Context: an optimization exercise on an open-source flow, tuned for a short achievable clock period and few clock cycles. The choices shown serve that exercise and are no tape-out recipe.
RTL that was checked went through simulation tests only; none was proved equivalent to the original.
Power and IR drop assume default switching activity.

## red
Design idxfp, start of the top module:
module idxfp (
    input             clk,
    input             rst,             
    input             reset_capable,   
    input             poll,
    input      [31:0] now,
    output            busy,
    input             rx_avail,
    input       [7:0] rx_data,
    output            rx_pop,
    output            rdr_rst_n,
    output            ev_read,
    output            ev_remove,
    output     [39:0] ev_tag,
    input             cfg_req,
    input             cfg_we,
    input       [1:0] cfg_addr,
    input      [31:0] cfg_wdata,
    output     [31:0] cfg_rdata
);
    reg         rc;          
    reg         act;         
    reg         pe;          
    reg         pq;          
    reg  [3:0]  cnt;         
    reg         seen;        
    reg         f_rt;        
    reg         f_exp;       
    reg         nr, nm;      
    reg         np;          
    reg  [11:0] dl_lo;       
    reg  [20:0] now_hi;      
    reg  [11:0] dl_mid;      
    reg  [47:0] fb;          
    reg  [7:0]  syn;         
    reg  [4:0]  eqb;         
    reg  [3:0]  hold;
    reg  [3:0]  ncnt;
    reg         fd_err;
    reg         in_frame;
    reg  [1:0]  pstate;
    reg  [32:0] deadline;
    reg  [39:0] last_tag;
    reg  [31:0] wait_r;
    reg  [1:0]  ev_en;
    reg  [3:0]  errstat;
  ...
Size in the first run: about 1,600 cells after synthesis, ~280 flip-flops, ~160 I/O pins, roughly 14,000 sq um of cells after synthesis.
export LEC_CHECK = 0
export CAP_MARGIN = 20
export CORE_MARGIN = 2
export CORE_UTILIZATION = 40
export SETUP_SLACK_MARGIN = 2.7
export SLEW_MARGIN = 20
export SYNTH_HIERARCHICAL = 1
create_clock -name core_clock -period 5.0 [get_ports {clk}]
run.sh (not shown) runs the stock make flow with config.mk's settings and CLKGATE_MAP_FILE= SYNTH_SCRIPT=/design/flow/synth_recipe.tcl, a recipe that flattens the netlist after the stock synthesis.
## Diff of input files: blue against red
-- flow/design.v --
<<< red, line 195
module idxfp_cls (
    input      [7:0] d,
    input      [7:0] ch,
    output           c_stx,
    output           c_etx,
>>> blue, line 195
module idxfp_cls (
    input      [7:0] d,
    input     [39:0] ch,
    output           c_stx,
    output           c_etx,
<<< red, line 201
    output           c_inv,
    output     [3:0] nib,
    output           d_eq
);
    wire c_pad  = (d == 8'h0D) || (d == 8'h0A);
>>> blue, line 201
    output           c_inv,
    output     [3:0] nib,
    output     [4:0] d_eq
);
    wire c_pad  = (d == 8'h0D) || (d == 8'h0A);
<<< red, line 212
    assign nib   = c_hexd ? d[3:0] :
                   {1'b1, (d[2:0] >= 3'd3), (d[2:0] == 3'd1 || d[2:0] == 3'd2 || d[2:0] == 3'd5 || d[2:0] == 3'd6), !d[0]};
    assign d_eq  = (d == ch);
endmodule
module idxfp_next (
>>> blue, line 212
    assign nib   = c_hexd ? d[3:0] :
                   {1'b1, (d[2:0] >= 3'd3), (d[2:0] == 3'd1 || d[2:0] == 3'd2 || d[2:0] == 3'd5 || d[2:0] == 3'd6), !d[0]};
    assign d_eq  = {d == ch[7:0], d == ch[15:8], d == ch[23:16], d == ch[31:24], d == ch[39:32]};
endmodule
module idxfp_next (
<<< red, line 268
    localparam [1:0] P_SETTLED = 2'd1;
    localparam [1:0] P_AWAIT   = 2'd2;
    wire       c_stx, c_etx, c_hex, c_inv, d_eq;
    wire [3:0] nib;
    wire [7:0] lt_ch;
    idxfp_cls u_cls (
        .d(d), .ch(lt_ch), .c_stx(c_stx), .c_etx(c_etx), .c_hex(c_hex),
>>> blue, line 268
    localparam [1:0] P_SETTLED = 2'd1;
    localparam [1:0] P_AWAIT   = 2'd2;
    wire       c_stx, c_etx, c_hex, c_inv;
    wire [4:0] d_eq;
    wire [3:0] nib;
    wire [39:0] lt_ch;
    idxfp_cls u_cls (
        .d(d), .ch(lt_ch), .c_stx(c_stx), .c_etx(c_etx), .c_hex(c_hex),
<<< red, line 297
    wire       dec    = take && c_etx && tag_ok;
    wire       fin16  = take && !pq;
    wire       wr04   = wr && (ncnt[3:1] <= 3'd4);
    reg  [7:0] lt_sel;                        
    reg  [4:0] sel_oh;
    always @* begin
        case (ncnt[3:1])
        3'd0:    begin lt_sel = last_tag[39:32]; sel_oh = 5'b00001; end
        3'd1:    begin lt_sel = last_tag[31:24]; sel_oh = 5'b00010; end
        3'd2:    begin lt_sel = last_tag[23:16]; sel_oh = 5'b00100; end
        3'd3:    begin lt_sel = last_tag[15:8];  sel_oh = 5'b01000; end
        default: begin lt_sel = last_tag[7:0];   sel_oh = 5'b10000; end
        endcase
    end
    assign     lt_ch  = (lt_sel[3:0] < 4'd10) ? (8'h30 + {4'd0, lt_sel[3:0]})
                                              : (8'h37 + {4'd0, lt_sel[3:0]});
    wire       eq_new = (hold == lt_sel[7:4]) && d_eq;
    wire       eq_rest = &(eqb | sel_oh);
    wire       eqall_n = dec || (wr04 ? (eq_rest && eq_new) : (&eqb));
    wire       seen_b = seen || dec;
    wire may_exp = rc && (pstate == P_AWAIT);
>>> blue, line 298
    wire       dec    = take && c_etx && tag_ok;
    wire       fin16  = take && !pq;
    genvar g;
    generate
        for (g = 0; g < 5; g = g + 1) begin : ltc
            wire [3:0] v = last_tag[35 - 8 * g -: 4];
            assign lt_ch[39 - 8 * g -: 8] = (v < 4'd10) ? (8'h30 + {4'd0, v})
                                                        : (8'h37 + {4'd0, v});
        end
    endgenerate
    wire [4:0] eq_new;
    generate
        for (g = 0; g < 5; g = g + 1) begin : eqn
            assign eq_new[g] = (hold == last_tag[39 - 8 * g -: 4]) && d_eq[g];
        end
    endgenerate
    wire       can_wr  = ok && ncnt[0] && (ncnt[3:1] <= 3'd4);
    wire       settle  = (fd_err && !c_stx) || dec ||
                         (seen && (&eqb) && (!can_wr || !c_hex));
    wire       seen_b = seen || dec;
    wire may_exp = rc && (pstate == P_AWAIT);
<<< red, line 459
                for (i = 0; i < 5; i = i + 1)
                    if (c_hex && inc && ncnt == 2 * i + 1)
                        eqb_n[i] = eq_new;
                if (dec)
                    eqb_n = 5'h1f;
                if (cnt == 4'd14 && (fd_err_n || (seen_b && eqall_n)))
                    pq_n = 1'b0;
                if (dec)
>>> blue, line 460
                for (i = 0; i < 5; i = i + 1)
                    if (c_hex && inc && ncnt == 2 * i + 1)
                        eqb_n[i] = eq_new[i];
                if (dec)
                    eqb_n = 5'h1f;
                if (cnt == 4'd14 && settle)
                    pq_n = 1'b0;
                if (dec)
blue: done, clean on timing, DRC and antenna
The capture point of the critical path comes out syn[7] in one run and pq in the other, namely in blue and red respectively.
Against red, blue reports a path depth of the worst reg2reg path that is higher.
Delta (blue minus red): global-route usage saw a decrease, critical path arrival saw a decrease.
Going from red to blue, the met2 track utilization from global routing was found to have gone down by 0.64 points.
blue vs. red: critical path depth now sits higher, count of sequential standard cells neither gained nor lost much, routed wire length higher, static leakage up 3.3%.
Testbench counts of blue, summed over its fixed seeds: cycles 53,695.
Only the layout flow was run in red; the RTL was not checked for function there.

## what the ideal ports hide
The results above use ideal ports. As a check the final layouts listed here were re-extracted and re-timed, cells and wires unchanged.
Step 1 sets driving cells, clkbuf_16 on the clock port and buf_2 on the other inputs (assumed; they add their load-dependent delay and slew).
Step 2 moves the port delays by t, midway between the first and last clock arrival at a register: inputs arrive t later, outputs are due t later. That takes back most of the time a late clock gives input paths.
a / b / c = ideal / step 1 / step 2; a / b = the first two.
| run | t (ns) | setup WS [ns] | worst register clock-pin slew, ns |
|---|---|---|---|
| red | 0.623 | 2.227 / 2.227 / 1.718 | 0.06 / 0.06 |
| blue | 0.614 | 2.529 / 2.536 / 1.922 | 0.06 / 0.06 |
After both steps every run listed still meets setup and hold. The setup slack of blue, which loses most, moves by +0.007 ns with the drivers and by -0.607 ns with both steps.
